Context: an optimization exercise on an open-source flow, tuned for small area, a short achievable clock period and few clock cycles per item. The choices shown serve that exercise and are no tape-out recipe.
The RTL was checked by simulation tests, not by an equivalence proof against the original design.
Power and IR drop assume default switching activity.

$ cat flow/flow/run.sh
#!/bin/bash
set -euo pipefail
bash standard.sh SETUP_SLACK_MARGIN=6 finish > flow_make.log 2>&1
$ cat flow/standard.sh
#!/bin/bash
# synth_recipe.tcl (not shown) runs the flow's synth.tcl, then flattens the netlist and writes it again
# the make line also repeats each setting of config.mk as NAME=value (left out here)
make -C /OpenROAD-flow-scripts/flow DESIGN_CONFIG=/design/flow/config.mk WORK_HOME=/design/flow/orfs CLKGATE_MAP_FILE= SYNTH_SCRIPT=/design/flow/synth_recipe.tcl "${@:-finish}"
$ cat flow/config.mk
export PLATFORM = sky130hd
export DESIGN_NAME = link_parser
export DESIGN_NICKNAME = link_parser
export VERILOG_FILES = /design/flow/design.v
export SDC_FILE = /design/flow/constraint.sdc
export NUM_CORES = 4
export LEC_CHECK = 0
export CAP_MARGIN = 20
export CORE_MARGIN = 2
export CORE_UTILIZATION = 40
export CTS_CLUSTER_DIAMETER = 100
export CTS_CLUSTER_SIZE = 25
export PLACE_DENSITY = 0.6
export SETUP_SLACK_MARGIN = 5
export SLEW_MARGIN = 20
$ cat flow/constraint.sdc
create_clock -name core_clock -period 9.0 [get_ports {clk}]
set_input_delay 1.8000 -clock core_clock [delete_from_list [all_inputs] [get_ports {clk}]]
set_output_delay 1.8000 -clock core_clock [all_outputs]
set_load 0.01 [all_outputs]
$ cat flow/design.v
module link_parser #(
    parameter CTR_W = 32
) (
    input  wire             clk,
    input  wire             rst,           
    input  wire             in_valid,
    input  wire [7:0]       in_data,
    output wire             in_ready,
    output wire             out_valid,
    input  wire             out_ready,
    output wire [7:0]       out_data,
    output wire             out_last,
    output reg  [CTR_W-1:0] err_framing,
    output reg  [CTR_W-1:0] err_length,
    output reg  [CTR_W-1:0] err_crc
);
    localparam [7:0] START   = 8'hAA;
    localparam [7:0] VERSION = 8'h01;
    localparam [7:0] STOP    = 8'h55;
    localparam [7:0] MAX_LEN = 8'd240;
    localparam integer N = 245;
    localparam [2:0] S_WAIT     = 3'd0,
                     S_HDR0     = 3'd1,
                     S_HDR1     = 3'd2,
                     S_HDR2     = 3'd3,
                     S_HDR3     = 3'd4,
                     S_PAYLOAD  = 3'd5,
                     S_CHECKSUM = 3'd6,
                     S_END      = 3'd7;
    reg       in_rdy;
    reg       ir_v;
    reg [7:0] ir_d;
    assign in_ready = in_rdy;
    always @(posedge clk) begin
        ir_d <= in_data;
        if (rst) ir_v <= 1'b0;
        else     ir_v <= in_valid && in_rdy;
    end
    reg [2:0] stage;
    reg [7:0] crc;
    reg [7:0] rem;                 
    reg [7:0] crc_next;
    integer k;
    always @(*) begin
        crc_next = ((stage == S_HDR0) ? 8'h00 : crc) ^ ir_d;
        for (k = 0; k < 8; k = k + 1)
            crc_next = crc_next[7] ? ((crc_next << 1) ^ 8'h31) : (crc_next << 1);
    end
    wire p_wait = ir_v && stage == S_WAIT;
    wire p_hdr0 = ir_v && stage == S_HDR0;
    wire p_hdr3 = ir_v && stage == S_HDR3;
    wire p_pay  = ir_v && stage == S_PAYLOAD;
    wire p_chk  = ir_v && stage == S_CHECKSUM;
    wire p_end  = ir_v && stage == S_END;
    wire len_bad = ir_d > MAX_LEN;
    wire crc_ok  = ir_d == crc;
    wire stop_ok = ir_d == STOP;
    reg  st_store;
    wire wr_en  = ir_v && st_store;
    wire commit = p_end && stop_ok;
    wire abort  = (p_hdr3 && len_bad) || (p_chk && !crc_ok) || (p_end && !stop_ok);
    reg ev_fram, ev_len, ev_crc;
    always @(posedge clk) begin
        if (rst) begin
            stage   <= S_WAIT;
            st_store <= 1'b0;
            ev_fram <= 1'b0;
            ev_len  <= 1'b0;
            ev_crc  <= 1'b0;
        end else begin
            ev_len  <= p_hdr3 && len_bad;
            ev_crc  <= p_chk && !crc_ok;
            ev_fram <= p_end && !stop_ok;
            if (ir_v) begin
                case (stage)
                    S_WAIT:     if (ir_d == START) stage <= S_HDR0;
                    S_HDR0:     stage <= (ir_d == VERSION) ? S_HDR1 : S_WAIT;
                    S_HDR1:     stage <= S_HDR2;
                    S_HDR2:     stage <= S_HDR3;
                    S_HDR3:     stage <= len_bad ? S_WAIT :
                                         (ir_d == 8'd0) ? S_CHECKSUM : S_PAYLOAD;
                    S_PAYLOAD:  if (rem == 8'd1) stage <= S_CHECKSUM;
                    S_CHECKSUM: stage <= crc_ok ? S_END : S_WAIT;
                    default:    stage <= S_WAIT;
                endcase
                case (stage)
                    S_HDR0:     st_store <= (ir_d == VERSION);
                    S_HDR1:     st_store <= 1'b1;
                    S_HDR2:     st_store <= 1'b1;
                    S_HDR3:     st_store <= !len_bad && (ir_d != 8'd0);
                    S_PAYLOAD:  st_store <= (rem != 8'd1);
                    default:    st_store <= 1'b0;
                endcase
            end
        end
    end
    always @(posedge clk) begin
        if (ir_v && stage != S_CHECKSUM && stage != S_END && stage != S_WAIT)
            crc <= crc_next;
        if (p_hdr3)
            rem <= ir_d;
        else if (p_pay)
            rem <= rem - 1'b1;
    end
    always @(posedge clk) begin
        if (rst) begin
            err_framing <= {CTR_W{1'b0}};
            err_length  <= {CTR_W{1'b0}};
            err_crc     <= {CTR_W{1'b0}};
        end else begin
            if (ev_fram) err_framing <= err_framing + 1'b1;
            if (ev_len)  err_length  <= err_length + 1'b1;
            if (ev_crc)  err_crc     <= err_crc + 1'b1;
        end
    end
    localparam integer R = 248;
    localparam integer D = 8;     
    reg  [7:0]     T;
    reg  [7:0]     lpos;           
    reg  [8*R-1:0] ring;           
    wire [7:0] vq = R - 1 - T;     
    function [7:0] addm(input [7:0] a, input [7:0] b, input c);
        reg [8:0] t;
        begin
            t = {1'b0, a} + {1'b0, b} + c;
            addm = (t >= R) ? t - R : t[7:0];
        end
    endfunction
    reg        ractive;            
    reg  [7:0] rtap;               
    reg  [1:0] rs;                 
    reg  [7:0] rrem;               
    reg        room;               
    reg        in_att;             
    reg  [7:0] s_cur;              
    reg        cpend;              
    reg  [7:0] qm [0:D-1];
    reg  [3:0] qh, qt;
    reg  [4:0] qn;
    reg  [8:0] wb0, wb1;
    reg  [1:0] wbn;
    wire       live    = ractive || in_att || (qn != 5'd0);
    wire       vq_busy = live && (rtap == R - 1 || lpos > rtap);
    wire       next_ok = lpos == 8'd0;           
    wire       p_st  = wr_en && !abort;
    wire       c_v   = (wbn != 2'd0) || p_st;
    wire [8:0] c     = (wbn != 2'd0) ? wb0 : {stage == S_HDR1, ir_d};
    wire       wr    = c_v && !vq_busy && (c[8] || next_ok);
    wire       pop_w = wr && (wbn != 2'd0);
    wire       psh_w = p_st && !(wr && wbn == 2'd0);
    wire [1:0] wbn_nx = abort ? 2'd0 : wbn + psh_w - pop_w;
    wire       t_start = wr && c[8];             
    wire       push_q  = cpend && wbn == 2'd0;   
    wire       cpend_nx = commit || (cpend && !push_q);
    wire [7:0] tail = ring[8*R-1 -: 8];
    wire [7:0] inj  = wr ? c[7:0] : tail;
    always @(posedge clk)
        ring <= {ring[8*R-9:0], inj};
    wire [7:0] slot = ring[8*rtap +: 8];
    wire       over = ractive && rs == 2'd3 && rrem == 8'd0;
    wire       cap  = ractive && !over && room;      
    reg       p_v, o0_v, o1_v;
    reg [7:0] p_d, o0_d, o1_d;
    reg       p_len, p_l, o0_l, o1_l;
    wire      p_last = p_len ? (p_d == 8'd0) : p_l;
    wire pop = o0_v && out_ready;
    wire mv  = p_v && !(o1_v && !pop);       
    wire [1:0] t_now = {1'b0, p_v} + {1'b0, o0_v} + {1'b0, o1_v};
    wire [1:0] t_nx  = t_now + cap - pop;
    wire [7:0] qhead = qm[qh];
    wire       jump  = (!ractive || over) && qn != 5'd0;
    reg  [7:0] rtap_nx;
    always @(*) begin
        if (ractive && !over)
            rtap_nx = cap ? rtap : addm(rtap, 8'd0, 1'b1);
        else if (qn != 5'd0)
            rtap_nx = addm(qhead, T, 1'b1);
        else if (in_att)
            rtap_nx = addm(s_cur, T, 1'b1);
        else
            rtap_nx = t_start ? 8'd0 : addm(lpos, 8'd0, 1'b1);
    end
    integer i;
    always @(posedge clk) begin
        if (rst) begin
            T       <= 8'd0;
            ractive <= 1'b0;
            lpos    <= 8'd0;
            rtap    <= R - 1;
            rs      <= 2'd0;
            room    <= 1'b0;
            in_att  <= 1'b0;
            cpend   <= 1'b0;
            wbn     <= 2'd0;
            qh      <= 4'd0;
            qt      <= 4'd0;
            qn      <= 5'd0;
            in_rdy  <= 1'b0;
            p_v     <= 1'b0;
            o0_v    <= 1'b0;
            o1_v    <= 1'b0;
        end else begin
            T      <= (T == R - 1) ? 8'd0 : T + 1'b1;
            lpos   <= wr ? 8'd0 : addm(lpos, 8'd0, 1'b1);
            in_rdy <= wbn_nx == 2'd0 && qn + cpend <= D - 1;
            room   <= t_nx != 2'd3;
            wbn    <= wbn_nx;
            cpend  <= cpend_nx;
            if (t_start) begin
                in_att <= 1'b1;
                s_cur  <= vq;
            end else if (push_q || abort) begin
                in_att <= 1'b0;
            end
            if (push_q)
                qt <= (qt == D - 1) ? 4'd0 : qt + 1'b1;
            if (jump)
                qh <= (qh == D - 1) ? 4'd0 : qh + 1'b1;
            qn <= qn + push_q - jump;
            rtap <= rtap_nx;
            if (jump) begin
                ractive <= 1'b1;
                rs      <= 2'd0;
            end else if (over) begin
                ractive <= 1'b0;
            end else if (cap) begin
                case (rs)
                    2'd0: rs <= 2'd1;
                    2'd1: rs <= 2'd2;
                    2'd2: rs <= 2'd3;
                    default: ;
                endcase
            end
            if (cap)     p_v <= 1'b1;
            else if (mv) p_v <= 1'b0;
            if (pop) begin
                o0_v <= o1_v || mv;
                o1_v <= o1_v && mv;
            end else if (mv) begin
                if (o0_v) o1_v <= 1'b1;
                else      o0_v <= 1'b1;
            end
        end
        if (push_q)
            qm[qt] <= s_cur;
        if (pop_w) wb0 <= (wbn == 2'd2) ? wb1 : {stage == S_HDR1, ir_d};
        else if (psh_w && wbn == 2'd0) wb0 <= {stage == S_HDR1, ir_d};
        if (psh_w && (wbn - pop_w) == 2'd1) wb1 <= {stage == S_HDR1, ir_d};
        if (cap) begin
            if (rs == 2'd2)      rrem <= slot;
            else if (rs == 2'd3) rrem <= rrem - 1'b1;
            p_d   <= slot;
            p_len <= rs == 2'd2;
            p_l   <= rs == 2'd3 && rrem == 8'd1;
        end
        if (pop) begin
            if (o1_v) begin
                o0_d <= o1_d; o0_l <= o1_l;
                o1_d <= p_d;  o1_l <= p_last;
            end else begin
                o0_d <= p_d;  o0_l <= p_last;
            end
        end else if (mv) begin
            if (o0_v) begin o1_d <= p_d; o1_l <= p_last; end
            else      begin o0_d <= p_d; o0_l <= p_last; end
        end
    end
    assign out_valid = o0_v;
    assign out_data  = o0_d;
    assign out_last  = o0_l;
endmodule
==> results of run 1 <==
==> per-layer routing <==
metal / vias to the layer above / GRT usage
met5: - / 0
met4: 0 / 0.0438
met3: 182 / 0.0244
met2: 721 / 0.262
met1: 19001 / 0.242
li1: 16931 / -
==> worst min path at each step <==
| stage | from | to | slack [ps] | cells past startpoint |
|---|---|---|---|---|
| 3_5_place_dp | ring[1782] | ring[1790] | 330 | 0 |
| 6_report | ring[1126] | ring[1134] | 300 | 0 |
| 5_1_grt | ring[910] | ring[918] | 310 | 0 |
| 2_1_floorplan | ring[1008] | ring[1016] | 330 | 0 |
| 3_3_place_gp | ring[304] | ring[312] | 330 | 0 |
| 4_1_cts | ring[58] | ring[66] | 290 | 0 |
==> final cells by class <==
class                           instances  area [sq um]  area share
Timing Repair inverter                  2          20.0    0.000243
Sequential cell                      2290         47500       0.577
Clock buffer                          121          2650      0.0322
Tap cell                             2340          2930      0.0356
Timing Repair Buffer                  442          5640      0.0686
Clock inverter                         12           234     0.00285
Inverter                               56           251     0.00306
Multi-Input combinational cell       1880         23000       0.280
Antenna cell                            1          2.50   0.0000304
==> per-stage QoR <==
step                      utilization  power (mW)  instance area (sq um)  instances  worst slack [ps]
after CTS                       0.460        20.8                  80900       7055              5400
after detailed placement        0.423        14.4                  74400       6726              4140
after floorplan                     -        13.3                  71100       4434              5480
after global placement          0.423        14.4                  74400       6726              4100
after global routing            0.467        21.8                  82200       7144              5330
final                           0.467        20.9                  82200       7144              5460
==> state kept, by name (all words and copies together), names as in the netlist, 9 cells and up, named ones only <==
register	cells
wb1	9
err_crc	32
ring	1984
err_framing	32
err_length	32
wb0	9
qm	64
==> timing repair <==
| action | CTS | global route |
|---|---|---|
| setup endpoints to repair | 200 | 147 |
| pin swaps | 24 | 50 |
| setup buffers | 151 | 78 |
| resized for setup | 857 | 90 |
| cloned | 45 | 10 |
==> report_power, final <==
part           switching [mW]  leakage (nW)  internal, mW  total [mW]
Combinational            2.86          10.9          2.39        5.26
Clock                    3.12          1.39          2.13        5.25
Sequential              0.124          18.6          10.3        10.4
Total                    6.10          30.9          14.8        20.9
==> cells by family (layout without fill, tap and decap cells) <==
logic type,Yosys count,in the layout,share of synthesized area
xor+xnor,161,161,0.0199
compound gates,317,317,0.0293
buf+inv,265,633,0.0192
fa+ha+maj,70,70,0.0128
other cells,0,1,0
flops,2290,2290,0.669
simple gates,637,638,0.0423
mux,694,694,0.208
==> cells in the final DEF (no fill, tap or decap), types with 27 or more instances in the layout <==
cell type  Yosys  final
inv_1         55     46
o21ai_0       64     59
a21oi_1       84     70
buf_12         1     32
nor2_1       195    185
buf_6         24    107
xor2_1        97     94
mux2_2        30     27
buf_16         0     49
and3_1        49     48
nand2_1      180    165
dfxtp_4        0     31
mux2i_1       46     41
nor3_1        33     27
edfxtp_1     142    142
buf_4         18    207
mux4_2       617    617
nand3_1       60     57
xnor2_1       64     62
nand4_1       31     31
dfxtp_2        0     89
dfxtp_1     2148   2028
ha_1          66     51
clkbuf_16      0    112
==> flow_summary.ini, run 1 <==
[sta]
final_hold_viol_count = 0
tns_ps = 0
drv_slew = 0
final.period_utilization = 0.394
fin_skew_ps = 62.7
setup_violations = 0
worst_slew_pin_slew_ps = 1170
max_freq_ghz = 0.282
finalCriticalPeriod_ps = 3540
hold_ws_ps = 296
slew_headroom = 0.220
rsz0062_at_grt = yes

[worst_setup_path]
crit_slowest_cell = mux4_2
timing.critical_path.depth = 13
cp-end-kind = flop
r2r_slack_ps = 5460
slowest_delay_ps = 530
path_delay_family = compound AO/OA/AOI/OAI gates
reg2reg_to = rtap[7]
r2r_cells = 13
crit_arrival_ps = 4190
crit_path_max_fanout = 5
crit_required_ps = 9640
endpoint = rtap[7]
cp_cell_sequence = buf_12 > mux4_2 > mux2i_4 > ha_4 > fa_2 > nor2b_4 > o311a_1 > o31a_1 > nor3_4 > nand3_1 > and2_0 > o31a_1 > a221o_1
cpMostUsedCell = o31a_1
start_kind = flop
cp.buffers_inverters = 1
crit_type = reg2reg

[synthesis]
synthTopCellsByArea = dfxtp_1 (61%), mux4_2 (20%), edfxtp_1 (6.0%), xor2_1 (1.2%), ha_1 (1.2%)
seq_area_frac_synth = 0.669
syn_area_sq_um = 70700
syn_avg_cell_area_sq_um = 15.9
synth.largest_area_cell = dfxtp_1
synth_top_area_share = 0.608
async_flop_share = 0
synth_cells = 4434
synth_cell_type_count = 82
synth_commonest_cells = dfxtp_1 (2148), mux4_2 (617), nor2_1 (195)
syn-num-nets = 4516
yosysMostFrequentCell = dfxtp_1
synth_flop_cell = dfxtp_1
ys_seq_elements = 2290
ys_warn_count = 1
synth-edff-count = 142

[drt]
routed.top_layer = met4
route.detailed.drc = 0
met2WireLength_mm = 69.3
totalWireLength_mm = 152
first_iter_violations = 2540
met3_length_mm = 7.06
ant_nets = 0
vias = 36835
viasPerCell = 5.16
drt-pass1-iter-count = 6
wl_met1_mm = 72.4
wl_per_cell_um = 21.3

[die]
rows = 154
dieArea_sq_um = 180000
die_w_um = 424
core_area_sq_um = 176000
die_h_um = 424
initial_core_util = 0.402
ios = 119

[clocking]
clock-sinks = 2290
cts_tree = done
clock_latency_ps = 760
cts.reportedPaths.clkPinSlew_ps = 100
numCtsBuffers = 103
holdBufCountCts = 0
clockBufferDepth = 3
cts_max_level = 3
cts-root-buf = clkbuf_16

[pwr]
vdd.ir_drop.worst_uv = 200
power_density_nw_per_um2 = 255
power_leakage_nw = 30.9

[global_route]
grt_pass1_wl_mm = 232
track_usage = 0.167
grt_overflow = 0
grt_max_degree = 94
antenna_found_initial = 3
grt_pass1_vias = 37571

[placement]
hpwlAfterDp_mm = 82.8
gp_congestion = 0.801
portBuffers = 118

[final_layout]
drive_gt1_frac = 0.306
nFillCells = 14891
synthToLayoutAreaGrowth_pct = 16.3
nets = 4857

[run_status]
outcome = complete, no violations

[worst_hold_path]
hp-class = reg2reg

[flow_run]
maxCapViolations = 0
Testbench counts, summed over its fixed seeds: cycles 16,576, bytes 15,426.
==> run 2: changes to the inputs <==
--- a/flow/design.v
+++ b/flow/design.v
@@ -136,3 +136,4 @@
     reg        cpend;              
-    reg  [7:0] qm [0:D-1];
+    reg  [7:0] qhead;
+    reg  [7:0] qm [0:D-2];
     reg  [3:0] qh, qt;
@@ -169,3 +170,3 @@
     wire [1:0] t_nx  = t_now + cap - pop;
-    wire [7:0] qhead = qm[qh];
+    wire       q_to_head = push_q && (qn == 5'd0 || (qn == 5'd1 && jump));
     wire       jump  = (!ractive || over) && qn != 5'd0;
@@ -214,6 +215,6 @@
             end
-            if (push_q)
-                qt <= (qt == D - 1) ? 4'd0 : qt + 1'b1;
-            if (jump)
-                qh <= (qh == D - 1) ? 4'd0 : qh + 1'b1;
+            if (push_q && !q_to_head)
+                qt <= (qt == D - 2) ? 4'd0 : qt + 1'b1;
+            if (jump && qn != 5'd1)
+                qh <= (qh == D - 2) ? 4'd0 : qh + 1'b1;
             qn <= qn + push_q - jump;
@@ -243,4 +244,8 @@
         end
-        if (push_q)
+        if (push_q && !q_to_head)
             qm[qt] <= s_cur;
+        if (q_to_head)
+            qhead <= s_cur;
+        else if (jump)
+            qhead <= qm[qh];
         if (pop_w) wb0 <= (wbn == 2'd2) ? wb1 : {stage == S_HDR1, ir_d};
==> run 2 against run 1 <==
  * Hold slack gained 1.9 ps
  * Power grew 2.4%
  * Via count grew 0.60%
  * Die area grew 0.22%
  * Combinational power grew 0.8%
  * Critical endpoint is now rrem[5]
  * Highest routed layer unchanged
  * Register-to-register slack gained 240 ps
  * Non-clock buffer count shrank 20
  * Design area shrank 0.25%
  * Clock power grew 2%
==> flow_summary.ini, run 2 <==
[run_status]
outcome = complete, no violations

[sta]
drv_slew = 0
max_freq_ghz = 0.303
fin_skew_ps = 82.3
final.period_utilization = 0.367
slew_headroom = 0.325
finalCriticalPeriod_ps = 3300
setup_violations = 0
worst_slew_pin_slew_ps = 1010
final_hold_viol_count = 0
tns_ps = 0
rsz0062_at_grt = yes

[worst_setup_path]
crit_path_max_fanout = 6
start_kind = flop
r2r_cells = 11
rr_startpoint = rtap[0]
cp_cell_sequence = buf_12 > buf_4 > buf_12 > mux4_2 > mux4_2 > mux2_2 > nand2_2 > o21ai_2 > a211oi_2 > a211oi_1 > mux2_2
r2r_slack_ps = 5700
crit_arrival_ps = 3850
crit_type = reg2reg
cp-end-kind = flop
slowest_delay_ps = 530
reg2reg_to = rrem[5]
crit_slowest_cell = mux4_2
crit_required_ps = 9550

[synthesis]
syn-num-nets = 4629
syn_area_sq_um = 70900
syn_avg_cell_area_sq_um = 15.6
synth-edff-count = 142
synth_flop_cell = dfxtp_1
synthTopCellsByArea = dfxtp_1 (61%), mux4_2 (19%), edfxtp_1 (6.0%), nor2_1 (1.2%), ha_1 (1.1%)
synth_cells = 4549
synth_top_area_share = 0.607
synth.largest_area_cell = dfxtp_1
synth_commonest_cells = dfxtp_1 (2148), mux4_2 (596), nor2_1 (231)
yosysMostFrequentCell = dfxtp_1
synth_cell_type_count = 75
seq_area_frac_synth = 0.667
ys_warn_count = 1
ys_seq_elements = 2290
async_flop_share = 0

[final_layout]
nFillCells = 15217
nets = 4945
reg.largest.list = ring x1984, qm x56
layout_commonest_cell = dfxtp_1
synthToLayoutAreaGrowth_pct = 15.8
register_area_sq_um = 47500
mostFrequentLayoutCells = dfxtp_1 (2023), mux4_2 (596), nor2_1 (217)
multiInputGateArea_sq_um = 23000
largest_reg_flops = 1984
top_register = ring
drive_gt1_frac = 0.293

[global_route]
grt_max_degree = 82
grt_overflow = 0
antenna_found_initial = 5
grt_pass1_vias = 37679
track_usage = 0.165
grt_pass1_wl_mm = 231

[clocking]
clock_latency_ps = 810
clockBufferDepth = 3
cts_max_level = 3
numCtsBuffers = 104
clock-sinks = 2290
cts-root-buf = clkbuf_16
cts_tree = done
cts.reportedPaths.clkPinSlew_ps = 110

[pwr]
vdd.ir_drop.worst_uv = 196
power_density_nw_per_um2 = 261
power_mw = 21.4
power_leakage_nw = 30.8

[worst_hold_path]
min_to = ring[1272]
hp-class = reg2reg
hold_path_depth = 0
min_from = ring[1264]

[die]
die_w_um = 425
die_h_um = 425
core_area_sq_um = 176000
initial_core_util = 0.402
rows = 154
ios = 119
dieArea_sq_um = 181000

[drt]
drt-pass1-iter-count = 5
wl_per_cell_um = 20.9
viasPerCell = 5.12
totalWireLength_mm = 151
first_iter_violations = 2766
ant_nets = 0
route.detailed.drc = 0
vias = 37056

[flow_run]
maxCapViolations = 0

[placement]
hpwlAfterDp_mm = 83.2
portBuffers = 118
gp_congestion = 0.766
-- run 2: cell families after synthesis --
| kind of cell | after synthesis | share of synthesized area |
|---|---|---|
| AOI/OAI and AO/OA | 330 | 0.0302 |
| xor gates and xnor gates | 165 | 0.0204 |
| adders and majority gates | 68 | 0.0124 |
| buffers and inverters | 287 | 0.0194 |
| DFF | 2290 | 0.667 |
| muxes | 698 | 0.204 |
| and+or+nand+nor | 711 | 0.0462 |
-- run 2: layout make-up --
cell class	count	share of cell area
flip-flops and latches	2290	0.579
multi-input cells	1972	0.281
repair buffers	422	0.0639
well taps	2340	0.0357
clock buffers	120	0.0325
inverters	72	0.00415
clock inverters	15	0.00378
repair inverters	3	0.000320
diodes	3	0.0000915
-- run 2: critical path, delay by kind of cell (launching register included) --
kind            cells  cell delay, ps
buf+inv             3             530
flops               1             460
mux                 4            1610
compound gates      3             390
simple gates        1             120
-- run 2: how the worst max path moves through the flow --
stage                        from       to  slack, ps  depth (start not counted)
after global placement    rtap[1]  rrem[7]       4070                          8
after detailed placement  rtap[1]  rrem[7]       4070                          8
after global routing      rtap[0]  rrem[7]       5660                         11
final                     rtap[0]  rrem[5]       5700                         11
after floorplan           rtap[3]   in_rdy       5670                         20
after CTS                 rtap[0]  rrem[7]       5730                         11
-- run 2: report_power, final --
part           total, mW  internal [mW]  leakage, nW  switching (mW)
logic               5.30           2.39         10.7            2.91
registers           10.8           10.5         18.7           0.258
clock network       5.33           2.16         1.43            3.17
total               21.4           15.1         30.8            6.34
-- run 2: metal layers --
| metal | wire length, um | part of all wire | GRT usage |
|---|---|---|---|
| met1 | 73000 | 0.48 | 0.246 |
| met2 | 68600 | 0.45 | 0.257 |
| met3 | 7190 | 0.047 | 0.0214 |
| met4 | 2680 | 0.018 | 0.0342 |
| met5 | 0 | 0 | 0 |
-- run 2: per-stage QoR --
step / utilization / std cells / hold slack (ps) / setup slack [ps] / cell area (sq um)
6_report: 0.466 / 7237 / 298 / 5700 / 82000
3_3_place_gp: 0.422 / 6835 / 328 / 4070 / 74400
2_1_floorplan: - / 4549 / 326 / 5670 / 71100
3_5_place_dp: 0.422 / 6835 / 331 / 4070 / 74400
5_1_grt: 0.466 / 7236 / 286 / 5660 / 82000
4_1_cts: 0.460 / 7167 / 272 / 5730 / 81000
-- run 2: what timing repair did --
action,CTS,global route
pin swaps,36,28
endpoints found under the setup margin,189,204
gates resized for setup,869,95
hold buffers,0,0
cloned,43,9
buffers inserted,154,57
Testbench counts of run 2, summed over its fixed seeds: cycles 16,576, bytes 15,426.
==> run 3: changes to the inputs <==
--- a/flow/design.v
+++ b/flow/design.v
@@ -131,3 +131,4 @@
     reg  [1:0] rs;                 
-    reg  [7:0] rrem;               
+    reg  [7:0] rlen;               
+    reg  [7:0] rcnt;               
     reg        room;               
@@ -160,3 +161,3 @@
     wire [7:0] slot = ring[8*rtap +: 8];
-    wire       over = ractive && rs == 2'd3 && rrem == 8'd0;
+    wire       over = ractive && rs == 2'd3 && rcnt == rlen;
     wire       cap  = ractive && !over && room;      
@@ -254,7 +255,7 @@
         if (cap) begin
-            if (rs == 2'd2)      rrem <= slot;
-            else if (rs == 2'd3) rrem <= rrem - 1'b1;
+            if (rs == 2'd2) rlen <= slot;
+            rcnt <= (rs == 2'd2) ? 8'd0 : rcnt + 1'b1;
             p_d   <= slot;
             p_len <= rs == 2'd2;
-            p_l   <= rs == 2'd3 && rrem == 8'd1;
+            p_l   <= rs == 2'd3 && rcnt + 1'b1 == rlen;
         end
==> run 3 against run 2 <==
  * Global-route usage decreased by 0.51 points
  * Still clean on timing, DRC and antenna
  * Critical endpoint is now rlen[0]
  * Highest routed layer unchanged
  * Die area increased by 0.30%
  * Critical path depth decreased by 1
  * Clock power about the same
==> flow_summary.ini, run 3 <==
[pwr]
power_mw = 21.9
vdd.ir_drop.worst_uv = 178
power_density_nw_per_um2 = 266
power_leakage_nw = 30.7

[synthesis]
synthAdderAreaFrac = 0.0120
synth_top_family_by_area = multiplexers
syn_area_sq_um = 71100
async_flop_share = 0
synthTopCellsByArea = dfxtp_1 (61%), mux4_2 (19%), edfxtp_1 (6.3%), xor2_1 (1.2%), xnor2_1 (1.1%)
synth_top_area_share = 0.605
synth.largest_area_cell = dfxtp_1
synthSimpleGateAreaFrac = 0.0438
synth_compound_area_frac = 0.0295
synth-xor-area-share = 0.0230
synth_mux_area_frac = 0.205
synth_cell_type_count = 75
synth_flop_cell = dfxtp_1
syn_avg_cell_area_sq_um = 15.8
synth_cells = 4497
ys_warn_count = 1
synth_commonest_cells = dfxtp_1 (2148), mux4_2 (612), nor2_1 (207)
yosysMostFrequentCell = dfxtp_1
seq_area_frac_synth = 0.668
ys_seq_elements = 2298
synth-edff-count = 150
syn-num-nets = 4575

[final_layout]
nets = 4886
synthToLayoutAreaGrowth_pct = 15.7
largest_reg_flops = 1984
nFillCells = 15120
final_cells = 7191
register_area_sq_um = 47800
layout_commonest_cell = dfxtp_1
mostFrequentLayoutCells = dfxtp_1 (2021), mux4_2 (612), buf_4 (206)
top_register = ring
drive_gt1_frac = 0.301
multiInputGateArea_sq_um = 23100
reg.largest.list = ring x1984, qm x56

[clocking]
numCtsBuffers = 105
cts.reportedPaths.clkPinSlew_ps = 100
clock_latency_ps = 750
holdBufCountCts = 0
clock-sinks = 2298
clockBufferDepth = 3
cts_max_level = 3
cts-root-buf = clkbuf_16
cts_tree = done

[global_route]
grt_pass1_wl_mm = 227
grt_overflow = 0
grt_max_degree = 93
grt_pass1_vias = 37690
track_usage = 0.160
antenna_found_initial = 2

[worst_setup_path]
crit_required_ps = 9490
cp-end-kind = flop
cp_cell_sequence = buf_12 > buf_16 > buf_12 > buf_16 > mux4_2 > mux4_2 > a22o_1 > a211oi_4 > o22ai_1 > a211o_1
crit_type = reg2reg
startpoint = rtap[0]
crit_arrival_ps = 3620
rr_startpoint = rtap[0]
crit_path_max_fanout = 7
slowest_delay_ps = 500
crit_slowest_cell = mux4_2
start_kind = flop

[sta]
final_hold_viol_count = 0
drv_slew = 0
hold_ws_ps = 328
finalCriticalPeriod_ps = 3120
rsz0062_at_grt = yes
final.period_utilization = 0.347
tns_ps = 0
slew_headroom = 0.334
fin_ws_ps = 5880
fin_skew_ps = 35.7
max_freq_ghz = 0.320
setup_violations = 0
worst_slew_pin_slew_ps = 1000

[drt]
first_iter_violations = 2367
route.detailed.drc = 0
wl_per_cell_um = 20.5
ant_nets = 0
viasPerCell = 5.07
drt-pass1-iter-count = 5
totalWireLength_mm = 147
vias = 36477

[die]
ios = 119
die_w_um = 426
core_area_sq_um = 176000
rows = 154
dieArea_sq_um = 181000
initial_core_util = 0.403
die_h_um = 426

[placement]
gp_congestion = 0.766
post-place-ws_ps = 4380
portBuffers = 118
hpwlAfterDp_mm = 79.9
dpl.cell_count = 6779

[run_status]
outcome = complete, no violations

[worst_hold_path]
hp-class = reg2reg
min_from = ring[1087]

[flow_run]
maxCapViolations = 0
[run 3: cell count changes in the layout (fill, tap and decap cells not counted), moves of 10 or more]
cell and delta:
nor3_1 -17, nor2_1 -21, mux4_2 +16, xnor2_1 +10, mux2i_1 -30, clkbuf_1 +12
nor3b_1 +11
[run 3: cells by family after synthesis]
logic type,after synthesis
fa+ha+maj,66
mux,683
compound gates,320
flops,2298
xor+xnor,187
buf+inv,279
simple gates,664
[run 3: area by class of cell]
type | count | share of cell area
Timing Repair inverter | 2 | 0.000213
Clock buffer | 135 | 0.0337
Clock inverter | 14 | 0.00236
Tap cell | 2340 | 0.0356
Sequential cell | 2298 | 0.581
Multi-Input combinational cell | 1920 | 0.282
Inverter | 65 | 0.00376
Antenna cell | 1 | 0.0000304
Timing Repair Buffer | 416 | 0.0617
[run 3: path summary, 6_finish.rpt]
| path | slack [ps] | cells after the start | to |
|---|---|---|---|
| worst max-delay path | 5880 | 10 | rlen[0] |
| worst min-delay path | 330 | 0 | ring[1095] |
| worst max register to register | 5880 | 10 | rlen[0] |
| worst min register to register | 330 | 0 | ring[1095] |
[run 3: worst max-delay path, delay by kind of cell (launching register included)]
kind,cells,cell delay (ps)
muxes,2,970
AOI/OAI and AO/OA,4,880
DFF,1,400
buffers and inverters,4,580
[run 3: power by group]
part,leakage (nW),total (mW),internal [mW],switching [mW]
sequential,18.7,11.0,10.7,0.297
clock,1.44,5.33,2.21,3.12
combinational,10.5,5.53,2.56,2.97
total,30.7,21.9,15.5,6.38
[run 3: metal layers]
layer	share of wire	track usage	wire, um	up-vias
met5	0	0	0	-
met4	0.018	0.0319	2670	0
met3	0.037	0.0215	5480	156
met2	0.46	0.257	68400	584
met1	0.48	0.231	70800	18728
li1	-	-	-	17009
[run 3: what timing repair did]
item                                   4_1_cts  5_1_grt
cloned                                      36       12
gates resized for setup                    898       78
endpoints found under the hold margin        0        0
buffers inserted                           175       39
pin swaps                                   40       41
setup endpoints to repair                  191      176
[run 3: stage by stage]
step | area [sq um] | utilization
2_1_floorplan | 71400 | -
3_3_place_gp | 74600 | 0.423
3_5_place_dp | 74600 | 0.423
4_1_cts | 81200 | 0.461
5_1_grt | 82200 | 0.466
6_report | 82200 | 0.466
Testbench counts of run 3, summed over its fixed seeds: cycles 16,576, bytes 15,426.
==> run 4: changes to the inputs <==
==> flow/flow/run.sh (replaced) <==
#!/bin/bash
set -euo pipefail
bash standard.sh SETUP_SLACK_MARGIN=5.8 finish > flow_make.log 2>&1
==> run 4 against run 3 <==
  * Design area down 2.3%
  * Final cell count down 1.4%
  * Hold slack better by 7.4 ps
  * Largest power group unchanged
  * Wire length down 1.6%
  * Critical path depth down 2
  * Critical path type unchanged
  * Power down 2.7%
  * Worst setup slack worse by 110 ps
  * Clock skew down 0.79 ps
  * Die area unchanged
  * Utilization down 1.1 points
  * Sequential cell count unchanged
  * Combinational power down 9.8%
==> flow_summary.ini, run 4 <==
[final_layout]
reg.largest.list = ring x1984, qm x56
nFillCells = 15313
largest_reg_flops = 1984
drive_gt1_frac = 0.272
mostFrequentLayoutCells = dfxtp_1 (2031), mux4_2 (612), nor2_1 (198)
nets = 4794
top_register = ring
register_area_sq_um = 47700
multiInputGateArea_sq_um = 22700
layout_commonest_cell = dfxtp_1
synthToLayoutAreaGrowth_pct = 13.0

[pwr]
p_sw_mw = 6.17
seq_power_share = 0.519
power_density_nw_per_um2 = 265
netSwitchingFraction = 0.290
vdd.ir_drop.worst_uv = 174
clkPwrFrac = 0.246
power_leakage_nw = 29.7
combPwrFrac = 0.234
power.internal_mw = 15.1

[sta]
setup_violations = 0
fin_skew_ps = 34.9
final_hold_viol_count = 0
finalCriticalPeriod_ps = 3230
rsz0062_at_grt = yes
hold_ws_ps = 336
tns_ps = 0
worst_slew_pin_slew_ps = 1010
max_freq_ghz = 0.310
drv_slew = 0
final.period_utilization = 0.359
slew_headroom = 0.327

[clocking]
cts.reportedPaths.clkPinSlew_ps = 100
cts_tree = done
clockBufferDepth = 3
cts_max_level = 3
clock-sinks = 2298
holdBufCountCts = 0
numCtsBuffers = 103
clock_latency_ps = 750
cts-root-buf = clkbuf_16

[synthesis]
synth.largest_area_cell = dfxtp_1
seq_area_frac_synth = 0.668
synthTopCellsByArea = dfxtp_1 (61%), mux4_2 (19%), edfxtp_1 (6.3%), xor2_1 (1.2%), xnor2_1 (1.1%)
syn-num-nets = 4575
ys_seq_elements = 2298
async_flop_share = 0
synth-edff-count = 150
yosysMostFrequentCell = dfxtp_1
synth_cells = 4497
ys_warn_count = 1
synth_cell_type_count = 75
syn_area_sq_um = 71100
syn_avg_cell_area_sq_um = 15.8
synth_flop_cell = dfxtp_1
synth_top_area_share = 0.605
synth_commonest_cells = dfxtp_1 (2148), mux4_2 (612), nor2_1 (207)

[global_route]
antenna_found_initial = 2
grt_pass1_vias = 37048
grt_overflow = 0
grt_max_degree = 96
grt_pass1_wl_mm = 223
track_usage = 0.157

[worst_hold_path]
hp-class = reg2reg
min_from = ring[1955]

[drt]
drt-pass1-iter-count = 5
wl_per_cell_um = 20.5
totalWireLength_mm = 145
ant_nets = 0
route.detailed.drc = 0
first_iter_violations = 2364
vias = 36101
viasPerCell = 5.09

[worst_setup_path]
crit_required_ps = 9480
cpMostUsedCell = mux4_2
crit_arrival_ps = 3710
cp_cell_sequence = buf_12 > buf_16 > mux4_2 > mux4_2 > a22o_1 > a221oi_2 > o22ai_1 > a211o_1
path_delay_family = compound AO/OA/AOI/OAI gates
slowest_delay_ps = 530
crit_type = reg2reg
crit_path_max_fanout = 15
rr_startpoint = rtap[0]
cp-end-kind = flop
start_kind = flop
cp.buffers_inverters = 2
startpoint = rtap[0]
crit_slowest_cell = mux4_2

[die]
ios = 119
rows = 154
die_w_um = 426
initial_core_util = 0.403
die_h_um = 426
dieArea_sq_um = 181000
core_area_sq_um = 176000

[run_status]
outcome = complete, no violations

[placement]
hpwlAfterDp_mm = 80.6
gp_congestion = 0.793
portBuffers = 118

[flow_run]
maxCapViolations = 0
[run 4: cell counts after synthesis]
Identical to the previous run, type by type.
[run 4: repair_timing]
action                                  CTS  global route
buffers inserted                        104            39
resized for setup                       554            85
gates cloned                             22            11
pin swaps                                 5            16
endpoints found under the setup margin  189            61
[run 4: logic make-up after synthesis]
| logic type | share of synthesized area |
|---|---|
| multiplexers | 0.205 |
| buffers and inverters | 0.0186 |
| flip-flops | 0.668 |
| AND/OR/NAND/NOR | 0.0438 |
| XOR/XNOR | 0.0230 |
| adder cells (fa/ha/maj) | 0.0120 |
| AO/OA/AOI/OAI | 0.0295 |
[run 4: metrics by stage]
stage | utilization | instance area (sq um) | power (mW) | worst slack [ps] | std cells
2_1_floorplan | - | 71300 | 14.2 | 5730 | 4497
6_report | 0.455 | 80300 | 21.3 | 5770 | 7088
5_1_grt | 0.455 | 80300 | 22.2 | 5670 | 7087
4_1_cts | 0.451 | 79500 | 21.2 | 5780 | 7037
3_5_place_dp | 0.423 | 74600 | 15.3 | 4410 | 6775
3_3_place_gp | 0.423 | 74600 | 15.3 | 4450 | 6775
[run 4: layout make-up]
type,count,share of cell area
Antenna cell,1,0.0000312
Clock buffer,129,0.0342
Clock inverter,7,0.00115
Inverter,65,0.00352
Multi-Input combinational cell,1920,0.283
Sequential cell,2298,0.594
Tap cell,2340,0.0365
Timing Repair Buffer,326,0.0468
Timing Repair inverter,2,0.000218
[run 4: metal layers]
layer / track usage / vias to the layer above / wire, um
met5: 0 / - / 0
met4: 0.0380 / 0 / 3140
met3: 0.0260 / 171 / 6400
met2: 0.242 / 628 / 65100
met1: 0.232 / 18486 / 70500
li1: - / 16816 / -
[run 4: power by group through the flow]
stage / clock [mW] / combinational [mW] / sequential [mW]
after detailed placement: 0 / 3.91 / 11.4
after floorplan: 0 / 3.08 / 11.1
after global routing: 5.76 / 5.32 / 11.1
final: 5.25 / 4.99 / 11.1
after global placement: 0 / 3.91 / 11.4
after CTS: 5.41 / 4.76 / 11.1
[run 4: path summary, 6_finish.rpt]
path,to,slack (ps),depth (start not counted)
setup reg to reg,rlen[0],5770,8
setup / recovery,rlen[0],5770,8
hold reg to reg,ring[1963],340,0
hold / removal,ring[1963],340,0
==> run 5: changes to the inputs <==
--- a/flow/design.v
+++ b/flow/design.v
@@ -160,5 +160,5 @@
         ring <= {ring[8*R-9:0], inj};
-    wire [7:0] slot = ring[8*rtap +: 8];
+    wire [7:0] slot = ring[8*{rtap[7:1], 1'b0} +: 8];
     wire       over = ractive && rs == 2'd3 && rcnt == rlen;
-    wire       cap  = ractive && !over && room;      
+    wire       cap  = ractive && !over && room && !rtap[0];   
     reg       p_v, o0_v, o1_v;
==> flow/flow/run.sh (replaced) <==
#!/bin/bash
set -euo pipefail
bash standard.sh SETUP_SLACK_MARGIN=6 finish > flow_make.log 2>&1
==> run 5 against run 4 <==
  * The layout now fails its checks (antenna violations)
  * Global-route usage decreased by 2.2 points
  * Combinational power decreased by 44%
  * Sequential cell count unchanged
  * Count of clock-buffer cells in the layout decreased by 3
  * Non-clock buffer count increased by 3
  * Die area decreased by 11%
  * Highest routed layer unchanged
  * Power decreased by 13%
  * Largest power group unchanged
  * Fmax increased by 0.39%
  * Design area decreased by 9.8%
  * Sequential share of layout area increased by 6.5 points
  * Via count decreased by 18%
  * Area after synthesis decreased by 11%
==> flow_summary.ini, run 5 <==
[final_layout]
largest_reg_flops = 1984
drive_gt1_frac = 0.237
top_register = ring
layout_commonest_cell = dfxtp_1
mostFrequentLayoutCells = dfxtp_1 (2022), mux4_2 (328), nor2_1 (206)
nFillCells = 13473
reg.largest.list = ring x1984, qm x56
fin_util = 0.463
nets = 4333
synthToLayoutAreaGrowth_pct = 15.0

[synthesis]
synth_mux_area_frac = 0.127
synth-xor-area-share = 0.0258
synth_flop_cell = dfxtp_1
synth_cells = 3949
ys_seq_elements = 2298
syn_avg_cell_area_sq_um = 16.0
seq_area_frac_synth = 0.754
synth_top_family_by_area = multiplexers
synth.largest_area_cell = dfxtp_1
syn_area_sq_um = 63000
synthTopCellsByArea = dfxtp_1 (68%), mux4_2 (12%), edfxtp_1 (7.1%), xor2_1 (1.5%), nor2_1 (1.3%)
synth_top_area_share = 0.682
synthAdderAreaFrac = 0.0136
syn-num-nets = 4027
yosysMostFrequentCell = dfxtp_1
synth_commonest_cells = dfxtp_1 (2148), mux4_2 (328), nor2_1 (210)
async_flop_share = 0
ys_warn_count = 1
synthSimpleGateAreaFrac = 0.0457
synth_compound_area_frac = 0.0216
synth_cell_type_count = 74
synth-edff-count = 150

[worst_setup_path]
cp.buffers_inverters = 3
crit_required_ps = 9440
r2r_slack_ps = 5780
rr_startpoint = rtap[0]
crit_arrival_ps = 3660
reg2reg_to = wb1[4]
start_kind = flop
path_delay_family = compound AO/OA/AOI/OAI gates
crit_path_max_fanout = 7
cp-end-kind = flop
crit_type = reg2reg
r2r_cells = 14
crit_slowest_cell = dfxtp_2
slowest_delay_ps = 450
cp_cell_sequence = ha_1 > nand3_1 > nor4_4 > o31a_1 > o31ai_4 > o211ai_4 > buf_12 > nor2_4 > buf_4 > ha_4 > nor2_1 > o21ai_0 > a2111oi_4 > buf_6

[global_route]
grt_pass1_wl_mm = 174
top_usage_layer = met2
met3_usage = 0.0206
grt_use_met2 = 0.207
grt_pass1_vias = 30002
grt_max_degree = 100
grtUsageMet1 = 0.200
grt_overflow = 0
antenna_found_initial = 5
track_usage = 0.136

[die]
ios = 119
rows = 145
die_w_um = 401
die_h_um = 401
dieArea_sq_um = 161000
core_area_sq_um = 156000
initial_core_util = 0.403

[drt]
vias = 29696
viasPerCell = 4.68
wl_per_cell_um = 17.7
drt-pass1-iter-count = 5
totalWireLength_mm = 112
ant_nets = 1
route.detailed.drc = 0
first_iter_violations = 2079

[clocking]
clock_latency_ps = 770
cts_tree = done
clock-sinks = 2298
clockBufferDepth = 3
cts.reportedPaths.clkPinSlew_ps = 110
cts_max_level = 3
holdBufCountCts = 0
cts-root-buf = clkbuf_16
numCtsBuffers = 102

[placement]
gp_congestion = 0.776
portBuffers = 118
hpwlAfterDp_mm = 62.8

[sta]
tns_ps = 0
max_freq_ghz = 0.311
rsz0062_at_grt = yes
setup_violations = 0
fin_skew_ps = 53.1
drv_slew = 0
worst_slew_pin_slew_ps = 1060
final.period_utilization = 0.358
finalCriticalPeriod_ps = 3220
final_hold_viol_count = 0
slew_headroom = 0.292

[pwr]
power_mw = 18.5
power_density_nw_per_um2 = 255
power_leakage_nw = 27.4
vdd.ir_drop.worst_uv = 158

[worst_hold_path]
min_from = ring[829]
hold_path_depth = 0
min_to = ring[837]
hp-class = reg2reg

[run_status]
so_faults = antenna violations
outcome = complete, but fails checks

[flow_run]
maxCapViolations = 0
## run 5: what timing repair did
action                                  4_1_cts  5_1_grt
setup buffers                               139       35
resized for setup                           810       96
cloned                                       10       12
pin swaps                                    26       46
endpoints found under the setup margin      232      193
## run 5: area by class of cell
cell class              count  area, sq um  area share
flip-flops and latches   2298        47800       0.659
multi-input cells        1463        15400       0.212
repair buffers            329         3510      0.0484
clock buffers             126         2660      0.0368
well taps                2058         2570      0.0355
inverters                  59          283     0.00390
clock inverters            10          238     0.00328
repair inverters            2         20.0    0.000276
diodes                      7         17.5    0.000242
## run 5: worst reg2reg max path: cells and delay by family (launching register included)
| family | cells | cell delay [ps] |
|---|---|---|
| compound gates | 5 | 1010 |
| simple gates | 4 | 560 |
| buf+inv | 3 | 480 |
| flops | 1 | 450 |
| fa+ha+maj | 2 | 410 |
## run 5: where the power goes
part           leakage (nW)  switching, mW  internal, mW  total (mW)
Clock                  1.40           3.04          2.16        5.20
Sequential             18.7          0.136          10.4        10.5
Combinational          7.26           1.50          1.28        2.78
## run 5: kinds of logic after synthesis
kind of cell | count (synthesis)
multiplexers | 388
AO/OA/AOI/OAI | 218
XOR/XNOR | 186
flip-flops | 2298
buffers and inverters | 188
adder cells (fa/ha/maj) | 66
AND/OR/NAND/NOR | 605
## run 5: metal layers
metal | vias up | wire length (um)
li1 | 14341 | -
met1 | 14801 | 56500
met2 | 429 | 49400
met3 | 125 | 3960
met4 | 0 | 2330
met5 | - | 0
## run 5: worst max path at each step
stage          startpoint  endpoint  slack, ps  depth (start not counted)
6_report          rtap[0]    wb1[4]       5780                         14
4_1_cts           rtap[1]    p_d[5]       5830                          8
3_3_place_gp      rtap[1]    p_d[4]       4370                          8
3_5_place_dp      rtap[1]    p_d[4]       4310                          8
2_1_floorplan     rtap[1]    wb1[0]       5650                         15
5_1_grt           rtap[0]    wb1[0]       5630                         14
## run 5: metrics by stage
stage	std cells	hold WS [ps]	setup slack (ps)	instance area, sq um
floorplan	3949	310	5650	63200
global placement	6013	309	4370	66500
CTS	6298	275	5830	71500
finish	6352	285	5780	72500
detailed placement	6013	312	4310	66500
global route	6346	290	5630	72500
Testbench counts of run 5, summed over its fixed seeds: cycles 16,654, bytes 15,426.
==> run 6: changes to the inputs <==
--- a/flow/config.mk
+++ b/flow/config.mk
@@ -9,3 +9,3 @@
 export CORE_MARGIN = 2
-export CORE_UTILIZATION = 40
+export CORE_UTILIZATION = 42
 export CTS_CLUSTER_DIAMETER = 100
==> run 6 against run 5 <==
  * Now clean on timing, DRC and antenna
  * Combinational power grew 4%
  * Sequential power is essentially flat
  * Final cell count fell by 0.47%
  * Global-route usage increased by 0.85 points
  * Clock skew fell by 7.0 ps
  * Synthesized cell count stayed put
  * Critical endpoint is now out_data[6]
==> flow_summary.ini, run 6 <==
[run_status]
outcome = complete, no violations

[drt]
route.detailed.drc = 0
viasPerCell = 4.67
drt-pass1-iter-count = 5
totalWireLength_mm = 112
ant_nets = 0
vias = 29518
first_iter_violations = 1649
wl_per_cell_um = 17.7

[synthesis]
ys_seq_elements = 2298
synth_cell_type_count = 74
syn-num-nets = 4027
ys_warn_count = 1
synth_flop_cell = dfxtp_1
seq_area_frac_synth = 0.754
synthTopCellsByArea = dfxtp_1 (68%), mux4_2 (12%), edfxtp_1 (7.1%), xor2_1 (1.5%), nor2_1 (1.3%)
syn_area_sq_um = 63000
syn_avg_cell_area_sq_um = 16.0
synth.largest_area_cell = dfxtp_1
synth_top_area_share = 0.682
yosysMostFrequentCell = dfxtp_1
synth_commonest_cells = dfxtp_1 (2148), mux4_2 (328), nor2_1 (210)
synth_cells = 3949
synth-edff-count = 150
async_flop_share = 0

[pwr]
vdd.ir_drop.worst_uv = 178
p_sw_mw = 4.69
clkPwrFrac = 0.279
power.internal_mw = 13.9
combPwrFrac = 0.156
netSwitchingFraction = 0.252
seq_power_share = 0.565
power_leakage_nw = 27.5
power_mw = 18.6
power_density_nw_per_um2 = 257

[clocking]
holdBufCountCts = 0
clock_latency_ps = 750
cts_max_level = 3
cts.reportedPaths.clkPinSlew_ps = 90
cts_tree = done
clockBufferDepth = 3
cts-root-buf = clkbuf_16
numCtsBuffers = 103
clock-sinks = 2298

[worst_setup_path]
crit_arrival_ps = 1270
crit_path_max_fanout = 1
cp.buffers_inverters = 1
crit_slowest_cell = edfxtp_1
start_kind = flop
cp_cell_sequence = buf_2
path_delay_family = flip-flops
crit_required_ps = 7200
cp-end-kind = primary output
crit_type = reg2out
slowest_delay_ps = 380

[final_layout]
largest_reg_flops = 1984
nets = 4350
synthToLayoutAreaGrowth_pct = 15.1
top_register = ring
mostFrequentLayoutCells = dfxtp_1 (2022), mux4_2 (328), nor2_1 (203)
layout_commonest_cell = dfxtp_1
nFillCells = 12591
drive_gt1_frac = 0.239
reg.largest.list = ring x1984, qm x56

[die]
die_h_um = 391
ios = 119
rows = 142
die_w_um = 391
core_area_sq_um = 149000
initial_core_util = 0.422
dieArea_sq_um = 153000

[sta]
worst_slew_pin_slew_ps = 967
drv_slew = 0
max_freq_ghz = 0.326
rsz0062_at_grt = yes
fin_skew_ps = 46.1
finalCriticalPeriod_ps = 3070
final_hold_viol_count = 0
slew_headroom = 0.354
setup_violations = 0
final.period_utilization = 0.341
tns_ps = 0

[global_route]
antenna_found_initial = 1
grt_use_met2 = 0.221
grt_pass1_wl_mm = 172
top_usage_layer = met2
grt_max_degree = 66
grt_pass1_vias = 29867
grt_overflow = 0
met3_usage = 0.0218
track_usage = 0.144
grtUsageMet1 = 0.212

[flow_run]
maxCapViolations = 0

[worst_hold_path]
hp-class = reg2reg

[placement]
gp_congestion = 0.791
portBuffers = 118
hpwlAfterDp_mm = 62.8
run 6: cell counts after synthesis:
Identical to the previous run, type by type.
run 6: layout make-up:
| type | count | area, sq um | share of cell area |
|---|---|---|---|
| sequential | 2298 | 47800 | 0.659 |
| clock buffer | 127 | 2710 | 0.0374 |
| antenna | 1 | 2.50 | 0.0000345 |
| multi-input combinational | 1463 | 15300 | 0.211 |
| timing repair buffer | 347 | 3750 | 0.0517 |
| clock inverter | 11 | 206 | 0.00285 |
| inverter | 59 | 251 | 0.00347 |
| tap | 2016 | 2520 | 0.0348 |
run 6: timing repair:
action / 4_1_cts / 5_1_grt
cloned: 16 / 9
endpoints found under the setup margin: 223 / 166
resized for setup: 811 / 83
pin swaps: 21 / 42
buffers inserted: 141 / 41
run 6: power groups by stage:
stage	registers, mW	clock network [mW]	logic [mW]
after floorplan	10.7	0	1.66
after global placement	10.9	0	1.98
after detailed placement	10.9	0	2.01
after CTS	10.5	5.38	2.67
after global routing	10.5	5.74	3.10
final	10.5	5.20	2.90
run 6: through the flow:
step | hold WS, ps | utilization | cells | instance area, sq um | setup slack (ps)
finish | 295 | 0.486 | 6322 | 72500 | 5930
global route | 302 | 0.485 | 6321 | 72500 | 5820
CTS | 290 | 0.480 | 6271 | 71700 | 5850
detailed placement | 312 | 0.445 | 5976 | 66500 | 4720
global placement | 310 | 0.445 | 5976 | 66500 | 4780
floorplan | 310 | - | 3949 | 63200 | 5650
run 6: worst register-to-register path, delay by kind of cell (launching register included):
| family | cells | cell delay, ps |
|---|---|---|
| adder cells (fa/ha/maj) | 2 | 530 |
| buffers and inverters | 3 | 280 |
| AND/OR/NAND/NOR | 2 | 750 |
| XOR/XNOR | 1 | 170 |
| flip-flops | 1 | 400 |
| AO/OA/AOI/OAI | 4 | 800 |
run 6: final timing paths:
kind	start	endpoint	slack [ps]	cells after the start
max reg2reg	qhead[0]	rtap[6]	5970	12
max	o0_d[6]	out_data[6]	5930	1
min reg2reg	ring[617]	ring[625]	300	0
min	ring[617]	ring[625]	300	0
run 6: cells by family (layout without fill, tap and decap cells):
| family | after synthesis | after routing | synth area share |
|---|---|---|---|
| AOI/OAI and AO/OA | 218 | 218 | 0.0216 |
| xor gates and xnor gates | 186 | 186 | 0.0258 |
| adders and majority gates | 66 | 66 | 0.0136 |
| buffers and inverters | 188 | 544 | 0.0125 |
| DFF | 2298 | 2298 | 0.754 |
| muxes | 388 | 388 | 0.127 |
| other | 0 | 1 | 0 |
| and+or+nand+nor | 605 | 605 | 0.0457 |
run 6: per-layer routing:
| metal | wire length (um) | up-vias |
|---|---|---|
| li1 | - | 14389 |
| met1 | 56200 | 14606 |
| met2 | 49300 | 393 |
| met3 | 4090 | 130 |
| met4 | 2370 | 0 |
| met5 | 0 | - |
==> run 7: changes to the inputs <==
--- a/flow/config.mk
+++ b/flow/config.mk
@@ -9,6 +9,6 @@
 export CORE_MARGIN = 2
-export CORE_UTILIZATION = 42
+export CORE_UTILIZATION = 40
 export CTS_CLUSTER_DIAMETER = 100
 export CTS_CLUSTER_SIZE = 25
-export PLACE_DENSITY = 0.6
+export PLACE_DENSITY = 0.65
 export SETUP_SLACK_MARGIN = 5
==> run 7 against run 6 <==
  * Area after synthesis unchanged
  * Sequential share of layout area up 0.35 points
  * Count of clock-buffer cells in the layout up 1
  * Sequential cell count unchanged
  * First-iteration DRC count up 30%
  * Global-route usage down 0.99 points
  * Combinational power down 5%
==> flow_summary.ini, run 7 <==
[pwr]
clkPwrFrac = 0.277
seq_power_share = 0.573
combPwrFrac = 0.150
vdd.ir_drop.worst_uv = 215
netSwitchingFraction = 0.249
power_density_nw_per_um2 = 255
p_sw_mw = 4.57
power_leakage_nw = 27.3
power.internal_mw = 13.8

[clocking]
cts-root-buf = clkbuf_16
cts_max_level = 3
cts.reportedPaths.clkPinSlew_ps = 110
numCtsBuffers = 101
clock_latency_ps = 750
cts_tree = done
clock-sinks = 2298
clockBufferDepth = 3

[sta]
final.period_utilization = 0.349
drv_slew = 0
setup_violations = 0
max_freq_ghz = 0.319
fin_skew_ps = 41.6
finalCriticalPeriod_ps = 3140
slew_headroom = 0.403
worst_slew_pin_slew_ps = 871
rsz0062_at_grt = yes
final_hold_viol_count = 0
tns_ps = 0

[final_layout]
design_area_sq_um = 72100
register_area_sq_um = 47800
multiInputGateArea_sq_um = 15200
synthToLayoutAreaGrowth_pct = 14.4
largest_reg_flops = 1984
nFillCells = 13371
nets = 4341
mostFrequentLayoutCells = dfxtp_1 (2025), mux4_2 (328), nor2_1 (206)
layout_commonest_cell = dfxtp_1
top_register = ring
reg.largest.list = ring x1984, qm x56
drive_gt1_frac = 0.231

[worst_setup_path]
cp_cell_sequence = inv_2 > ha_4 > or4b_4 > or3_4 > o31a_1 > o31ai_2 > buf_4 > o211ai_4 > o21ai_2 > ha_1 > inv_1 > ha_2 > xor2_1 > xnor2_1 > a21oi_1 > nor4_1
crit_type = reg2reg
slowest_delay_ps = 470
crit_path_max_fanout = 4
crit_required_ps = 9650
path_delay_family = simple AND/OR/NAND/NOR gates
cp.buffers_inverters = 3
crit_slowest_cell = or4b_4
cp-end-kind = flop
crit_arrival_ps = 3790
start_kind = flop

[synthesis]
async_flop_share = 0
synth_top_area_share = 0.682
syn_avg_cell_area_sq_um = 16.0
ys_seq_elements = 2298
syn-num-nets = 4027
ys_warn_count = 1
yosysMostFrequentCell = dfxtp_1
synth_cell_type_count = 74
synthTopCellsByArea = dfxtp_1 (68%), mux4_2 (12%), edfxtp_1 (7.1%), xor2_1 (1.5%), nor2_1 (1.3%)
synth_flop_cell = dfxtp_1
synth-edff-count = 150
seq_area_frac_synth = 0.754
syn_area_sq_um = 63000
synth_cells = 3949
synth_commonest_cells = dfxtp_1 (2148), mux4_2 (328), nor2_1 (210)
synth.largest_area_cell = dfxtp_1

[die]
ios = 119
rows = 145
die_h_um = 401
die_w_um = 401
initial_core_util = 0.403
dieArea_sq_um = 161000
core_area_sq_um = 156000

[placement]
hpwlAfterDp_mm = 63.5
gp_congestion = 0.806
portBuffers = 118
placed_cell_area_sq_um = 66500

[global_route]
grt_overflow = 0
grt_max_degree = 75
grt_pass1_wl_mm = 173
track_usage = 0.134
antenna_found_initial = 1
grt_pass1_vias = 29991

[worst_hold_path]
hp-class = reg2reg

[drt]
vias = 29997
wl_per_cell_um = 17.7
first_iter_violations = 2145
drt-pass1-iter-count = 7
ant_nets = 0
viasPerCell = 4.72
totalWireLength_mm = 112
route.detailed.drc = 0

[run_status]
outcome = complete, no violations

[flow_run]
maxCapViolations = 0
==> run 7: cell counts after synthesis <==
No cell type changed its count.
==> run 7: worst paths after layout <==
check | start | endpoint | slack [ps] | depth (start not counted)
worst max-delay path | qn[2] | in_rdy | 5860 | 16
worst min-delay path | ring[1944] | ring[1952] | 290 | 0
worst min register to register | ring[1944] | ring[1952] | 290 | 0
worst max register to register | qn[2] | in_rdy | 5860 | 16
==> run 7: final cells by class <==
cell class,instances,share of cell area
flip-flops and latches,2298,0.662
multi-input cells,1464,0.210
repair buffers,339,0.0496
clock buffers,128,0.0370
well taps,2058,0.0357
inverters,59,0.00350
clock inverters,5,0.00149
diodes,1,0.0000347
==> run 7: cells by family after synthesis <==
family	count (synthesis)	share of synthesized area
DFF	2298	0.754
xor gates and xnor gates	186	0.0258
buffers and inverters	188	0.0125
muxes	388	0.127
AOI/OAI and AO/OA	218	0.0216
adders and majority gates	66	0.0136
and+or+nand+nor	605	0.0457
==> run 7: stage by stage <==
step	std cells	hold WS, ps	util	power [mW]	setup slack [ps]
2_1_floorplan	3949	310	-	12.3	5650
3_3_place_gp	6017	310	0.425	12.8	4450
3_5_place_dp	6017	312	0.425	12.8	4410
4_1_cts	6294	270	0.456	18.2	5870
5_1_grt	6351	287	0.461	19.1	5670
6_report	6352	292	0.461	18.4	5860
==> run 7: power by group through the flow <==
stage,Clock [mW],Sequential (mW),Combinational [mW]
6_report,5.09,10.5,2.75
5_1_grt,5.59,10.5,2.94
4_1_cts,5.24,10.5,2.48
3_5_place_dp,0,10.9,1.97
3_3_place_gp,0,10.9,1.95
2_1_floorplan,0,10.7,1.66
==> run 7: worst register-to-register path, cell delays in order, from the launching register on <==
cell and delay (ps):
dfxtp_2 340, inv_2 70, ha_4 130, or4b_4 470, or3_4 350, o31a_1 120
o31ai_2 60, buf_4 180, o211ai_4 100, o21ai_2 140, ha_1 240, inv_1 60
ha_2 160, xor2_1 190, xnor2_1 160, a21oi_1 90, nor4_1 200
==> run 7: per-layer routing <==
metal	track usage	vias up	wire, um	part of all wire
met1	0.192	15004	53900	0.48
met4	0.0370	0	2100	0.019
li1	-	14328	-	-
met3	0.0193	141	4410	0.039
met5	0	-	0	0
met2	0.213	524	51700	0.46
==> run 7: what timing repair did <==
action / in CTS / in global routing
cloned: 9 / 17
resized for setup: 809 / 56
buffers inserted: 135 / 40
setup endpoints to repair: 215 / 157
pin swaps: 24 / 33
hold buffers: 0 / 0
==> run 8: changes to the inputs <==
--- a/flow/config.mk
+++ b/flow/config.mk
@@ -9,6 +9,6 @@
 export CORE_MARGIN = 2
-export CORE_UTILIZATION = 40
+export CORE_UTILIZATION = 46
 export CTS_CLUSTER_DIAMETER = 100
 export CTS_CLUSTER_SIZE = 25
-export PLACE_DENSITY = 0.65
+export PLACE_DENSITY = 0.6
 export SETUP_SLACK_MARGIN = 5
==> run 8 against run 7 <==
  * Still clean on timing, DRC and antenna
  * Clock skew fell by 6.0 ps
  * Register-to-register slack improved by 80 ps
  * Via count fell by 0.75%
  * Worst setup slack got worse by 48 ps
  * Critical path depth fell by 15
  * Combinational power rose by 8.7%
  * Design area rose by 0.63%
  * Final cell count fell by 3.8%
  * Die area fell by 13%
  * Non-clock buffer count rose by 34
  * Sequential cell count did not move
  * Count of clock-buffer cells in the layout did not move
  * Critical path type is now reg2out
  * Highest routed layer is now met5
==> flow_summary.ini, run 8 <==
[global_route]
grt_pass1_wl_mm = 177
met3_usage = 0.0275
top_usage_layer = met2
grt_pass1_vias = 29942
grt_max_degree = 85
grt_use_met2 = 0.247
grt_overflow = 0
antenna_found_initial = 3
track_usage = 0.162
grtUsageMet1 = 0.239

[clocking]
cts.reportedPaths.clkPinSlew_ps = 100
numCtsBuffers = 103
clock-sinks = 2298
clockBufferDepth = 3
cts_tree = done
cts_max_level = 3
cts-root-buf = clkbuf_16
clock_latency_ps = 740

[pwr]
clkPwrFrac = 0.278
seq_power_share = 0.563
vdd.ir_drop.worst_uv = 198
power_leakage_nw = 27.6
power_mw = 18.7
power.internal_mw = 14.0
p_sw_mw = 4.68
netSwitchingFraction = 0.250
power_density_nw_per_um2 = 258
combPwrFrac = 0.160

[sta]
finalCriticalPeriod_ps = 3190
worst_slew_pin_slew_ps = 991
fin_skew_ps = 35.6
final_hold_viol_count = 0
max_freq_ghz = 0.314
hold_ws_ps = 315
tns_ps = 0
fin_ws_ps = 5810
setup_violations = 0
drv_slew = 0
rsz0062_at_grt = yes
final.period_utilization = 0.354
slew_headroom = 0.338

[worst_setup_path]
crit_required_ps = 7200
cp-end-kind = primary output
startpoint = o0_l
slowest_delay_ps = 490
rr_startpoint = qn[3]
crit_arrival_ps = 1390
cp.buffers_inverters = 1
crit_type = reg2out
crit_path_max_fanout = 1
start_kind = flop
cp_cell_sequence = buf_6
path_delay_family = flip-flops
crit_slowest_cell = edfxtp_1

[die]
dieArea_sq_um = 140000
die_w_um = 374
die_h_um = 374
core_area_sq_um = 136000
initial_core_util = 0.464
ios = 119
rows = 135

[drt]
first_iter_violations = 1765
ant_nets = 0
drt-pass1-iter-count = 5
viasPerCell = 4.87
totalWireLength_mm = 115
wl_per_cell_um = 18.8
vias = 29771
route.detailed.drc = 0

[flow_run]
maxCapViolations = 0

[placement]
dpl.cell_count = 5744
placed_cell_area_sq_um = 66200
hpwlAfterDp_mm = 66.1
post-place-ws_ps = 4670
gp_congestion = 0.789
portBuffers = 118

[final_layout]
layout_commonest_cell = dfxtp_1
fin_util = 0.535
design_area_sq_um = 72600
final_cells = 6112
top_register = ring
mostFrequentLayoutCells = dfxtp_1 (2021), mux4_2 (328), nor2_1 (206)
reg.largest.list = ring x1984, qm x56
nFillCells = 10971
synthToLayoutAreaGrowth_pct = 15.2
nets = 4377
largest_reg_flops = 1984
antennaDiodeCount = 0
drive_gt1_frac = 0.249

[synthesis]
seq_area_frac_synth = 0.754
ys_warn_count = 1
syn-num-nets = 4027
synth_commonest_cells = dfxtp_1 (2148), mux4_2 (328), nor2_1 (210)
synth_top_area_share = 0.682
ys_seq_elements = 2298
syn_area_sq_um = 63000
synth_flop_cell = dfxtp_1
synth_cell_type_count = 74
async_flop_share = 0
syn_avg_cell_area_sq_um = 16.0
synthTopCellsByArea = dfxtp_1 (68%), mux4_2 (12%), edfxtp_1 (7.1%), xor2_1 (1.5%), nor2_1 (1.3%)
synth_cells = 3949
synth.largest_area_cell = dfxtp_1
yosysMostFrequentCell = dfxtp_1
synth-edff-count = 150

[worst_hold_path]
min_from = ring[1343]
hp-class = reg2reg

[run_status]
outcome = complete, no violations
## run 8: cell types whose count changed in the layout (fill, tap and decap cells not counted), sizes merged
cell and delta:
diode -1, bufinv -1, buf +36, o211ai +1, clkbuf -1, o31a -1, bufbuf -1, clkinv +2
inv +3
## run 8: final timing paths
path                endpoint  slack [ps]  depth (start not counted)
setup / recovery    out_last        5810                          1
hold / removal    ring[1351]         320                          0
setup reg to reg      wb1[4]        5940                         13
hold reg to reg   ring[1351]         320                          0
## run 8: layout make-up
class                      count  area, sq um  share of cell area
multi-input combinational   1464        15400               0.212
clock inverter                 9          133             0.00183
timing repair buffer         373         4030              0.0555
sequential                  2298        47800               0.658
tap                         1781         2230              0.0307
inverter                      59          258             0.00355
clock buffer                 128         2770              0.0381
## run 8: cells by family (layout without fill, tap and decap cells)
group,Yosys count,after routing,share of synthesized area
flip-flops,2298,2298,0.754
AND/OR/NAND/NOR,605,605,0.0457
multiplexers,388,388,0.127
AO/OA/AOI/OAI,218,219,0.0216
buffers and inverters,188,569,0.0125
XOR/XNOR,186,186,0.0258
adder cells (fa/ha/maj),66,66,0.0136
## run 8: metal layers
layer | part of all wire | vias up | routed length, um
li1 | - | 14423 | -
met1 | 0.50 | 14755 | 57300
met2 | 0.44 | 428 | 50600
met3 | 0.035 | 163 | 4060
met4 | 0.023 | 2 | 2650
met5 | 0.000087 | - | 10
## run 8: power by group through the flow
stage	clock network, mW	logic, mW	registers, mW
after floorplan	0	1.66	10.7
after global placement	0	2.01	10.9
after detailed placement	0	2.03	10.9
after CTS	5.37	2.78	10.5
after global routing	5.73	3.21	10.5
final	5.20	2.99	10.5
## run 8: repair_timing
item | in CTS | in global routing
pin swaps | 27 | 44
hold buffers | 0 | 0
resized for setup | 852 | 101
buffers inserted | 161 | 41
cloned | 19 | 10
endpoints found under the setup margin | 207 | 162

static timing again, ports no longer ideal:
The flow's constraints put no driver on any port. The routed layouts listed below were extracted and timed again, unchanged, in two steps.
Step 1: set_driving_cell puts a clkbuf_16 on clk and a buf_2 on each other input, an assumption about the parent block.
Step 2 also shifts input and output timing later by t, the mid clock arrival at the registers, as if the neighbouring blocks saw the same clock.
Three values: no drivers, after step 1, after step 2; two values: the first two.
| run | t (ns) | slack for setup (ns) | hold WS [ns] |
|---|---|---|---|
| run 1 | 0.824 | 5.457 / 5.457 / 5.433 | 0.296 / 0.296 / 0.296 |
| run 2 | 0.843 | 5.700 / 5.700 / 5.405 | 0.298 / 0.298 / 0.298 |
| run 3 | 0.811 | 5.876 / 5.848 / 5.393 | 0.328 / 0.328 / 0.328 |
| run 4 | 0.809 | 5.770 / 5.770 / 5.238 | 0.336 / 0.336 / 0.336 |
| run 5 | 0.810 | 5.782 / 5.782 / 5.309 | 0.285 / 0.285 / 0.285 |
| run 6 | 0.797 | 5.929 / 5.859 / 5.376 | 0.295 / 0.295 / 0.295 |
| run 7 | 0.799 | 5.861 / 5.861 / 5.406 | 0.292 / 0.292 / 0.292 |
| run 8 | 0.787 | 5.813 / 5.744 / 5.335 | 0.315 / 0.315 / 0.315 |
For run 6, which loses most, drivers alone change the setup slack by -0.070 ns; drivers and shift together by -0.553 ns.
